Source: an optimization exercise on an open RTL-to-GDS flow (aim: small area, a short achievable clock period and few clock cycles per item). Production flows keep margins and buffers that such runs may drop. RTL that was checked went through simulation tests only; none was proved equivalent to the original. Power is estimated from default activity; no workload was simulated.

JK:
==> module hmvf_rx, before the edit <==
module hmvf_rx (
    input  wire        clk,
    input  wire        rst,
    input  wire        cmd_valid,
    output wire        cmd_ready,
    input  wire [3:0]  cmd_op,
    input  wire        in_valid,
    output wire        in_ready,
    input  wire [7:0]  in_data,
    output wire        done,
    output wire [63:0] value,
    output wire        ovf,
    output wire [3:0]  cblen,
    output wire [79:0] cb
);
    localparam OP_VI   = 4'd0;
    localparam OP_VL   = 4'd1;
    localparam OP_BOOL = 4'd3;
    localparam OP_I16  = 4'd4;
    localparam OP_I32  = 4'd6;
    reg        cur_v, pend_v;
    reg        rdy;         
    reg [3:0]  cur_op, pend_op;
    reg        c_vi, c_var;   
    reg [9:0]  pos;         
    reg        lastb;       
    reg        done_r;
    reg        ovf_r;
    reg [3:0]  cblen_r;
    reg [63:0] v;
    reg [37:0] ch;          
    reg [9:0]  cont;        
    wire acc   = cmd_valid && !pend_v;
    wire take  = cur_v && in_valid;
    wire c_vl   = (cur_op == OP_VL);
    wire c_bool = (cur_op == OP_BOOL);
    wire c_sext = (cur_op == OP_I16) || (cur_op == OP_I32);
    wire c_b16  = (cur_op[3:1] == 3'd2);
    wire c_b32  = (cur_op[3:1] == 3'd3);
    wire c_b64  = cur_op[3];
    wire fin    = take && (lastb || (c_var && !in_data[7]));
    wire pend_n = cur_v && !fin && (pend_v || acc);
    wire [3:0] nx_op  = pend_v ? pend_op : cmd_op;
    wire       nx_one = (nx_op[3:1] == 3'd1);       
    wire lastb_sh = (c_vi && pos[3]) || (c_vl && pos[8]) || (c_b16 && pos[0]) ||
                    (c_b32 && pos[2]) || (c_b64 && pos[6]);
    assign cmd_ready = rdy;
    assign in_ready  = cur_v;
    wire [7:0] be_in = c_bool ? {7'd0, in_data[0]} : in_data;
    wire       fill  = c_sext && in_data[7];
    always @(posedge clk) begin
        if (rst) begin
            cur_v  <= 1'b0;
            pend_v <= 1'b0;
            rdy    <= 1'b1;
            pos    <= 10'd1;
            done_r <= 1'b0;
        end else begin
            done_r <= fin;
            if (!cur_v || fin)
                cur_v <= pend_v || acc;
            pend_v <= pend_n;
            rdy    <= !pend_n;
            if (take)
                pos <= fin ? 10'd1 : {pos[8:0], 1'b0};
        end
        if (!cur_v || fin) begin
            cur_op <= nx_op;
            c_vi   <= (nx_op == OP_VI);
            c_var  <= (nx_op[3:1] == 3'd0);
            lastb  <= nx_one;
        end else if (take)
            lastb  <= lastb_sh;
        if (acc)
            pend_op <= cmd_op;
        if (fin) begin
            cblen_r <= {pos[7] | pos[8] | pos[9],
                        pos[3] | pos[4] | pos[5] | pos[6],
                        pos[1] | pos[2] | pos[5] | pos[6] | pos[9],
                        pos[0] | pos[2] | pos[4] | pos[6] | pos[8]};
            ovf_r   <= c_var && in_data[7];
        end
    end
    genvar i;
    generate
        for (i = 0; i < 64; i = i + 1) begin : g_v
            localparam integer G = (i < 63) ? i / 7 : 9;     
            wire first_d = c_var ? ((i < 7) ? in_data[i] : 1'b0)
                                 : ((i < 8) ? be_in[i] : fill);
            wire var_d   = (c_vi && i >= 32) ? in_data[3] : in_data[i % 7];
            wire be_d    = (i < 8) ? in_data[i] : v[(i < 8) ? 0 : i - 8];
            wire wr      = pos[0] || !c_var || pos[G] || (c_vi && i >= 32 && pos[4]);
            always @(posedge clk)
                if (take && wr)
                    v[i] <= pos[0] ? first_d : (c_var ? var_d : be_d);
        end
    endgenerate
    always @(posedge clk) begin
        if (take && (pos[0] || pos[4]))
            ch[2:0] <= pos[0] ? 3'd0 : in_data[6:4];
    end
    genvar k;
    generate
        for (k = 5; k < 10; k = k + 1) begin : g_ch
            always @(posedge clk)
                if (take && (pos[0] || pos[k]))
                    ch[7*k-32 +: 7] <= pos[0] ? 7'd0 : in_data[6:0];
        end
        for (k = 0; k < 10; k = k + 1) begin : g_cont
            always @(posedge clk)
                if (take && (pos[0] || pos[k]))
                    cont[k] <= (pos[0] && k != 0) ? 1'b0 : in_data[7];
        end
    endgenerate
    assign done  = done_r;
    assign ovf   = ovf_r;
    assign cblen = cblen_r;
    assign value = v;
    genvar g;
    generate
        for (g = 0; g < 4; g = g + 1) begin : g_cb
            assign cb[8*g +: 8] = {cont[g], v[7*g +: 7]};
        end
        for (g = 5; g < 10; g = g + 1) begin : g_cbh
            assign cb[8*g +: 8] = {cont[g], ch[7*g-32 +: 7]};
        end
    endgenerate
    assign cb[39:32] = {cont[4], ch[2:0], v[31:28]};
endmodule
==> flow/config.mk <==
export PLATFORM = sky130hd
export DESIGN_NAME = hmvf_codec
export DESIGN_NICKNAME = hmvf_codec
export VERILOG_FILES = /design/flow/design.v
export SDC_FILE = /design/flow/constraint.sdc
export NUM_CORES = 4
export LEC_CHECK = 0
export CAP_MARGIN = 20
export CORE_MARGIN = 2
export CORE_UTILIZATION = 55
export SETUP_SLACK_MARGIN = 2.0
export SLEW_MARGIN = 20
export TNS_END_PERCENT = 5
==> flow/constraint.sdc <==
create_clock -name core_clock -period 4.0 [get_ports {clk}]
set_input_delay 0.8000 -clock core_clock [delete_from_list [all_inputs] [get_ports {clk}]]
set_output_delay 0.8000 -clock core_clock [all_outputs]
set_load 0.01 [all_outputs]
standard.sh (not shown) runs the stock make flow with config.mk's settings and CLKGATE_MAP_FILE= SYNTH_SCRIPT=/design/flow/synth_recipe.tcl, a recipe that flattens the netlist after the stock synthesis.
==> flow/flow/run.sh <==
#!/bin/bash
# Standard ORFS layout, with the I/O port buffers made from the smallest
# buffer cell (timing repair upsizes the ones on critical paths).
set -euo pipefail
export BUFFER_PORTS_ARGS="-buffer_cell sky130_fd_sc_hd__buf_1"
bash standard.sh > standard.log 2>&1
Testbench counts of JK, summed over its fixed seeds: cycles 23,371, items 11,200.
--- input diff JK..PW ---
--- a/flow/design.v
+++ b/flow/design.v
@@ -117,24 +117,25 @@
     localparam OP_BOOL = 4'd3;
     localparam OP_I16  = 4'd4;
     localparam OP_I32  = 4'd6;
     reg        cur_v, pend_v;
     reg        rdy;         
     reg [3:0]  cur_op, pend_op;
-    reg        c_vi, c_var;   
     reg [9:0]  pos;         
     reg        lastb;       
     reg        done_r;
     reg        ovf_r;
     reg [3:0]  cblen_r;
     reg [63:0] v;
     reg [37:0] ch;          
     reg [9:0]  cont;        
     wire acc   = cmd_valid && !pend_v;
     wire take  = cur_v && in_valid;
+    wire c_vi   = (cur_op == OP_VI);
     wire c_vl   = (cur_op == OP_VL);
+    wire c_var  = (cur_op[3:1] == 3'd0);
     wire c_bool = (cur_op == OP_BOOL);
     wire c_sext = (cur_op == OP_I16) || (cur_op == OP_I32);
     wire c_b16  = (cur_op[3:1] == 3'd2);
     wire c_b32  = (cur_op[3:1] == 3'd3);
     wire c_b64  = cur_op[3];
     wire fin    = take && (lastb || (c_var && !in_data[7]));
@@ -162,14 +163,12 @@
             rdy    <= !pend_n;
             if (take)
                 pos <= fin ? 10'd1 : {pos[8:0], 1'b0};
         end
         if (!cur_v || fin) begin
             cur_op <= nx_op;
-            c_vi   <= (nx_op == OP_VI);
-            c_var  <= (nx_op[3:1] == 3'd0);
             lastb  <= nx_one;
         end else if (take)
             lastb  <= lastb_sh;
         if (acc)
             pend_op <= cmd_op;
         if (fin) begin
Findings:
PW vs. JK: maximum frequency from static timing analysis lost about 6%, number of non-clock inverters in the layout lost 2.
The critical path class comes out flop to primary output in one run and flop to flop in the other, namely in JK and PW respectively.
Per the final summary, PW finished and its layout is clean on timing, DRC and antenna.
Relative to JK, final weighted congestion in routability-driven placement has gone up in PW.
Diff JK -> PW: worst hold slack shows a reduction of 6.6 ps, number of buffers inserted during clock tree synthesis shows an increase of 4.0%.
No functional check of the RTL was part of PW.


Setup of v6:
The RTL this note starts from:
==> flow/design.v <==
`default_nettype none
module hmvf_tx (
    input  wire        clk,
    input  wire        rst,
    input  wire        cmd_valid,
    output wire        cmd_ready,
    input  wire [3:0]  cmd_op,
    input  wire [63:0] cmd_value,
    output wire        out_valid,
    input  wire        out_ready,
    output wire [7:0]  out_data,
    output wire        out_last
);
    localparam OP_VI   = 4'd0;
    localparam OP_BOOL = 4'd3;
    reg        rdy;         
    reg        a_valid;
    reg        a_last;      
    reg        a_var;       
    reg        a_vi;        
    reg [7:0]  a_sel;       
    reg [63:0] a;
    reg        o_valid, o_last;
    reg [7:0]  o_data;
    reg        s_valid, s_last;
    reg [7:0]  s_data;
    wire push = a_valid && !s_valid;
    wire ld   = !a_valid || (a_last && !s_valid);
    reg [7:0] a_byte;
    integer k;
    always @(*) begin
        a_byte = {8{a_sel[0]}} & {a_var ? !a_last : a[7], a[6:0]};
        for (k = 1; k < 8; k = k + 1)
            a_byte = a_byte | ({8{a_sel[k]}} & a[8*k +: 8]);
    end
    wire [63:0] a_shr    = {7'd0, a[63:39], a_vi ? 7'd0 : a[38:32], a[31:7]};
    wire        shr_last = (a[31:14] == 18'd0) && (a_vi || a[63:32] == 32'd0);
    wire in_vi    = (cmd_op == OP_VI);
    wire in_var   = (cmd_op[3:1] == 3'd0);
    wire in_bool  = (cmd_op == OP_BOOL);
    wire in_b16   = (cmd_op[3:1] == 3'd2);
    wire in_b32   = (cmd_op[3:1] == 3'd3);
    wire in_b64   = cmd_op[3];
    wire in_vlast = (cmd_value[31:7] == 25'd0) && (in_vi || cmd_value[63:32] == 32'd0);
    wire in_last  = in_var ? in_vlast : !(in_b16 || in_b32 || in_b64);
    wire s_valid_n = !out_ready && (s_valid || (a_valid && o_valid));
    wire a_last_n  = rdy ? in_last : (s_valid ? a_last : a_var ? shr_last : a_sel[1]);
    wire a_valid_n = rdy ? cmd_valid : 1'b1;
    wire rdy_n     = !a_valid_n || (a_last_n && !s_valid_n);
    wire o_free = !o_valid || out_ready;
    always @(posedge clk) begin
        if (rst) begin
            rdy     <= 1'b1;
            a_valid <= 1'b0;
            o_valid <= 1'b0;
            s_valid <= 1'b0;
        end else begin
            rdy     <= rdy_n;
            a_valid <= a_valid_n;
            s_valid <= s_valid_n;
            if (s_valid || push)
                o_valid <= 1'b1;
            else if (out_ready)
                o_valid <= 1'b0;
        end
        if (s_valid) begin
            if (out_ready) begin
                o_data <= s_data;
                o_last <= s_last;
            end
        end else if (push) begin
            if (o_free) begin
                o_data <= a_byte;
                o_last <= a_last;
            end else begin
                s_data <= a_byte;
                s_last <= a_last;
            end
        end
        a_last <= a_last_n;
        if (ld) begin
            a_var <= in_var;
            a_vi  <= in_vi;
            a_sel <= {in_b64, 3'd0, in_b32, 1'b0, in_b16, !(in_b16 || in_b32 || in_b64)};
            a     <= {cmd_value[63:8], cmd_value[7:1] & {7{!in_bool}}, cmd_value[0]};
        end else if (push) begin
            if (a_var)
                a <= a_shr;
            else
                a_sel <= {1'b0, a_sel[7:1]};
        end
    end
    assign cmd_ready = rdy;
    assign out_valid = o_valid;
    assign out_data  = o_data;
    assign out_last  = o_last;
endmodule
`default_nettype wire
`default_nettype none
module hmvf_rx (
    input  wire        clk,
    input  wire        rst,
    input  wire        cmd_valid,
    output wire        cmd_ready,
    input  wire [3:0]  cmd_op,
    input  wire        in_valid,
    output wire        in_ready,
    input  wire [7:0]  in_data,
    output wire        done,
    output wire [63:0] value,
    output wire        ovf,
    output wire [3:0]  cblen,
    output wire [79:0] cb
);
    localparam OP_VI   = 4'd0;
    localparam OP_VL   = 4'd1;
    localparam OP_BOOL = 4'd3;
    localparam OP_I16  = 4'd4;
    localparam OP_I32  = 4'd6;
    reg        cur_v, pend_v;
    reg        rdy;         
    reg [3:0]  cur_op, pend_op;
    reg        c_vi, c_var;   
    reg [9:0]  pos;         
    reg        lastb;       
    reg        wall;        
    reg        vi4;         
    reg        done_r;
    reg        ovf_r;
    reg [3:0]  cblen_r;
    reg [63:0] v;
    reg [37:0] ch;          
    reg [9:0]  cont;        
    integer kk;
    wire acc   = cmd_valid && !pend_v;
    wire take  = cur_v && in_valid;
    wire c_vl   = (cur_op == OP_VL);
    wire c_bool = (cur_op == OP_BOOL);
    wire c_sext = (cur_op == OP_I16) || (cur_op == OP_I32);
    wire c_b16  = (cur_op[3:1] == 3'd2);
    wire c_b32  = (cur_op[3:1] == 3'd3);
    wire c_b64  = cur_op[3];
    wire fin    = take && (lastb || (c_var && !in_data[7]));
    wire pend_n = cur_v && !fin && (pend_v || acc);
    wire [3:0] nx_op  = pend_v ? pend_op : cmd_op;
    wire       nx_one = (nx_op[3:1] == 3'd1);       
    wire lastb_sh = (c_vi && pos[3]) || (c_vl && pos[8]) || (c_b16 && pos[0]) ||
                    (c_b32 && pos[2]) || (c_b64 && pos[6]);
    wire       newc    = !cur_v || fin;
    wire [9:0] pos_n   = !take ? pos : fin ? 10'd1 : {pos[8:0], 1'b0};
    wire       c_var_n = newc ? (nx_op[3:1] == 3'd0) : c_var;
    wire       c_vi_n  = newc ? (nx_op == OP_VI) : c_vi;
    assign cmd_ready = rdy;
    assign in_ready  = cur_v;
    wire [7:0] be_in = c_bool ? {7'd0, in_data[0]} : in_data;
    wire       fill  = c_sext && in_data[7];
    always @(posedge clk) begin
        if (rst) begin
            cur_v  <= 1'b0;
            pend_v <= 1'b0;
            rdy    <= 1'b1;
            pos    <= 10'd1;
            wall   <= 1'b1;
            vi4    <= 1'b0;
            done_r <= 1'b0;
        end else begin
            done_r <= fin;
            if (!cur_v || fin)
                cur_v <= pend_v || acc;
            pend_v <= pend_n;
            rdy    <= !pend_n;
            pos    <= pos_n;
            wall   <= pos_n[0] || !c_var_n;
            vi4    <= c_vi_n && pos_n[4];
        end
        c_vi  <= c_vi_n;
        c_var <= c_var_n;
        if (!cur_v || fin) begin
            cur_op <= nx_op;
            lastb  <= nx_one;
        end else if (take)
            lastb  <= lastb_sh;
        if (acc)
            pend_op <= cmd_op;
        cblen_r <= {pos[7] | pos[8] | pos[9],
                    pos[3] | pos[4] | pos[5] | pos[6],
                    pos[1] | pos[2] | pos[5] | pos[6] | pos[9],
                    pos[0] | pos[2] | pos[4] | pos[6] | pos[8]};
        ovf_r   <= c_var && in_data[7];
        for (kk = 0; kk < 10; kk = kk + 1)
            cont[kk] <= (pos >> (kk + 1)) != 10'd0 || (pos[kk] && in_data[7]);
    end
    genvar i;
    generate
        for (i = 0; i < 64; i = i + 1) begin : g_v
            localparam integer G = (i < 63) ? i / 7 : 9;     
            wire first_d = c_var ? ((i < 7) ? in_data[i] : 1'b0)
                                 : ((i < 8) ? be_in[i] : fill);
            wire var_d   = (c_vi && i >= 32) ? in_data[3] : in_data[i % 7];
            wire be_d    = (i < 8) ? in_data[i] : v[(i < 8) ? 0 : i - 8];
            wire wr      = wall || pos[G] || (i >= 32 && vi4);
            always @(posedge clk)
                if (take && wr)
                    v[i] <= pos[0] ? first_d : (c_var ? var_d : be_d);
        end
    endgenerate
    always @(posedge clk) begin
        if (take && (wall || pos[4]))
            ch[2:0] <= pos[0] ? 3'd0 : in_data[6:4];
    end
    genvar k;
    generate
        for (k = 5; k < 10; k = k + 1) begin : g_ch
            always @(posedge clk)
                if (take && (wall || pos[k]))
                    ch[7*k-32 +: 7] <= pos[0] ? 7'd0 : in_data[6:0];
        end
    endgenerate
    assign done  = done_r;
    assign ovf   = ovf_r;
    assign cblen = cblen_r;
    assign value = v;
    genvar g;
    generate
        for (g = 0; g < 4; g = g + 1) begin : g_cb
            assign cb[8*g +: 8] = {cont[g], v[7*g +: 7]};
        end
        for (g = 5; g < 10; g = g + 1) begin : g_cbh
            assign cb[8*g +: 8] = {cont[g], ch[7*g-32 +: 7]};
        end
    endgenerate
    assign cb[39:32] = {cont[4], ch[2:0], v[31:28]};
endmodule
`default_nettype wire
`default_nettype none
module hmvf_codec (
    input  wire        clk,
    input  wire        rst,
    input  wire        tx_cmd_valid,
    output wire        tx_cmd_ready,
    input  wire [3:0]  tx_cmd_op,
    input  wire [63:0] tx_cmd_value,
    output wire        tx_out_valid,
    input  wire        tx_out_ready,
    output wire [7:0]  tx_out_data,
    output wire        tx_out_last,
    input  wire        rx_cmd_valid,
    output wire        rx_cmd_ready,
    input  wire [3:0]  rx_cmd_op,
    input  wire        rx_in_valid,
    output wire        rx_in_ready,
    input  wire [7:0]  rx_in_data,
    output wire        rx_done,
    output wire [63:0] rx_value,
    output wire        rx_ovf,
    output wire [3:0]  rx_cblen,
    output wire [79:0] rx_cb
);
    hmvf_tx u_tx (
        .clk       (clk),
        .rst       (rst),
        .cmd_valid (tx_cmd_valid),
        .cmd_ready (tx_cmd_ready),
        .cmd_op    (tx_cmd_op),
        .cmd_value (tx_cmd_value),
        .out_valid (tx_out_valid),
        .out_ready (tx_out_ready),
        .out_data  (tx_out_data),
        .out_last  (tx_out_last)
    );
    hmvf_rx u_rx (
        .clk       (clk),
        .rst       (rst),
        .cmd_valid (rx_cmd_valid),
        .cmd_ready (rx_cmd_ready),
        .cmd_op    (rx_cmd_op),
        .in_valid  (rx_in_valid),
        .in_ready  (rx_in_ready),
        .in_data   (rx_in_data),
        .done      (rx_done),
        .value     (rx_value),
        .ovf       (rx_ovf),
        .cblen     (rx_cblen),
        .cb        (rx_cb)
    );
endmodule
`default_nettype wire
export LEC_CHECK = 0
export CAP_MARGIN = 20
export CORE_MARGIN = 2
export CORE_UTILIZATION = 55
export SETUP_SLACK_MARGIN = 1.95
export SLEW_MARGIN = 20
export TNS_END_PERCENT = 100
create_clock -name core_clock -period 4.0 [get_ports {clk}]
Scripts as last shown in full above: flow/flow/run.sh
Testbench counts of v6, summed over its fixed seeds: cycles 23,371, items 11,200.
For v7, these inputs were changed with respect to v6:
diff --git a/flow/design.v b/flow/design.v
--- a/flow/design.v
+++ b/flow/design.v
@@ -41,14 +41,14 @@
     wire in_b16   = (cmd_op[3:1] == 3'd2);
     wire in_b32   = (cmd_op[3:1] == 3'd3);
     wire in_b64   = cmd_op[3];
     wire in_vlast = (cmd_value[31:7] == 25'd0) && (in_vi || cmd_value[63:32] == 32'd0);
     wire in_last  = in_var ? in_vlast : !(in_b16 || in_b32 || in_b64);
     wire s_valid_n = !out_ready && (s_valid || (a_valid && o_valid));
-    wire a_last_n  = rdy ? in_last : (s_valid ? a_last : a_var ? shr_last : a_sel[1]);
-    wire a_valid_n = rdy ? cmd_valid : 1'b1;
+    wire a_last_n  = ld ? in_last : (!push ? a_last : a_var ? shr_last : a_sel[1]);
+    wire a_valid_n = ld ? cmd_valid : a_valid;
     wire rdy_n     = !a_valid_n || (a_last_n && !s_valid_n);
     wire o_free = !o_valid || out_ready;
     always @(posedge clk) begin
         if (rst) begin
             rdy     <= 1'b1;
             a_valid <= 1'b0;
@@ -120,14 +120,12 @@
     reg        cur_v, pend_v;
     reg        rdy;         
     reg [3:0]  cur_op, pend_op;
     reg        c_vi, c_var;   
     reg [9:0]  pos;         
     reg        lastb;       
-    reg        wall;        
-    reg        vi4;         
     reg        done_r;
     reg        ovf_r;
     reg [3:0]  cblen_r;
     reg [63:0] v;
     reg [37:0] ch;          
     reg [9:0]  cont;        
@@ -143,43 +141,36 @@
     wire fin    = take && (lastb || (c_var && !in_data[7]));
     wire pend_n = cur_v && !fin && (pend_v || acc);
     wire [3:0] nx_op  = pend_v ? pend_op : cmd_op;
     wire       nx_one = (nx_op[3:1] == 3'd1);       
     wire lastb_sh = (c_vi && pos[3]) || (c_vl && pos[8]) || (c_b16 && pos[0]) ||
                     (c_b32 && pos[2]) || (c_b64 && pos[6]);
-    wire       newc    = !cur_v || fin;
-    wire [9:0] pos_n   = !take ? pos : fin ? 10'd1 : {pos[8:0], 1'b0};
-    wire       c_var_n = newc ? (nx_op[3:1] == 3'd0) : c_var;
-    wire       c_vi_n  = newc ? (nx_op == OP_VI) : c_vi;
     assign cmd_ready = rdy;
     assign in_ready  = cur_v;
     wire [7:0] be_in = c_bool ? {7'd0, in_data[0]} : in_data;
     wire       fill  = c_sext && in_data[7];
     always @(posedge clk) begin
         if (rst) begin
             cur_v  <= 1'b0;
             pend_v <= 1'b0;
             rdy    <= 1'b1;
             pos    <= 10'd1;
-            wall   <= 1'b1;
-            vi4    <= 1'b0;
             done_r <= 1'b0;
         end else begin
             done_r <= fin;
             if (!cur_v || fin)
                 cur_v <= pend_v || acc;
             pend_v <= pend_n;
             rdy    <= !pend_n;
-            pos    <= pos_n;
-            wall   <= pos_n[0] || !c_var_n;
-            vi4    <= c_vi_n && pos_n[4];
-        end
-        c_vi  <= c_vi_n;
-        c_var <= c_var_n;
+            if (take)
+                pos <= fin ? 10'd1 : {pos[8:0], 1'b0};
+        end
         if (!cur_v || fin) begin
             cur_op <= nx_op;
+            c_vi   <= (nx_op == OP_VI);
+            c_var  <= (nx_op[3:1] == 3'd0);
             lastb  <= nx_one;
         end else if (take)
             lastb  <= lastb_sh;
         if (acc)
             pend_op <= cmd_op;
         cblen_r <= {pos[7] | pos[8] | pos[9],
@@ -195,27 +186,27 @@
         for (i = 0; i < 64; i = i + 1) begin : g_v
             localparam integer G = (i < 63) ? i / 7 : 9;     
             wire first_d = c_var ? ((i < 7) ? in_data[i] : 1'b0)
                                  : ((i < 8) ? be_in[i] : fill);
             wire var_d   = (c_vi && i >= 32) ? in_data[3] : in_data[i % 7];
             wire be_d    = (i < 8) ? in_data[i] : v[(i < 8) ? 0 : i - 8];
-            wire wr      = wall || pos[G] || (i >= 32 && vi4);
+            wire wr      = pos[0] || !c_var || pos[G] || (c_vi && i >= 32 && pos[4]);
             always @(posedge clk)
                 if (take && wr)
                     v[i] <= pos[0] ? first_d : (c_var ? var_d : be_d);
         end
     endgenerate
     always @(posedge clk) begin
-        if (take && (wall || pos[4]))
+        if (take && (pos[0] || pos[4]))
             ch[2:0] <= pos[0] ? 3'd0 : in_data[6:4];
     end
     genvar k;
     generate
         for (k = 5; k < 10; k = k + 1) begin : g_ch
             always @(posedge clk)
-                if (take && (wall || pos[k]))
+                if (take && (pos[0] || pos[k]))
                     ch[7*k-32 +: 7] <= pos[0] ? 7'd0 : in_data[6:0];
         end
     endgenerate
     assign done  = done_r;
     assign ovf   = ovf_r;
     assign cblen = cblen_r;
Notes after the runs:
- [v7] setup slack rose 0.013 ns relative to v6
- Average via count per standard cell: v7 > v6
- v7 ended up with a lower share of power burned in the clock network than v6 did.
- Between v6 and v7, the layout multi-input combinational cell count figures differ only marginally.
- v6 → v7: signed area change from the synthesized netlist to the final layout now smaller, minimum hold slack now larger.
No functional check of the RTL was part of v7.

[static timing again, ports no longer ideal]
The results above use ideal ports. As a check the final layouts listed here were re-extracted and re-timed, cells and wires unchanged.
Step 1 (the two cells are an assumption about what drives the block):
set clk [get_ports {clk}]
set_driving_cell -lib_cell sky130_fd_sc_hd__clkbuf_16 $clk
set_driving_cell -lib_cell sky130_fd_sc_hd__buf_2 [delete_from_list [all_inputs] $clk]
Step 2 times the ports against the registers' clock, not the clock port: input delays grow and output delays shrink by t, the midpoint of the rising clock arrivals with the driver on.
Slacks: ideal / step 1 / step 2; pairs: ideal / step 1.
run	t, ns	setup slack, ns	worst register clock-pin slew, ns	worst data-port slew with drivers (ns)	cell pins on the clock port's net
JK	0.564	2.052 / 2.005 / 1.601	0.06 / 0.06	0.04	1
PW	0.561	1.933 / 1.933 / 1.653	0.07 / 0.07	0.05	1
v6	0.559	2.025 / 1.984 / 1.605	0.06 / 0.06	0.06	1
v7	0.553	2.039 / 1.994 / 1.547	0.06 / 0.06	0.04	1
After both steps setup and hold are still met in every run listed. The setup slack of v7, which loses most, moves by -0.045 ns with the drivers and by -0.492 ns with both steps.
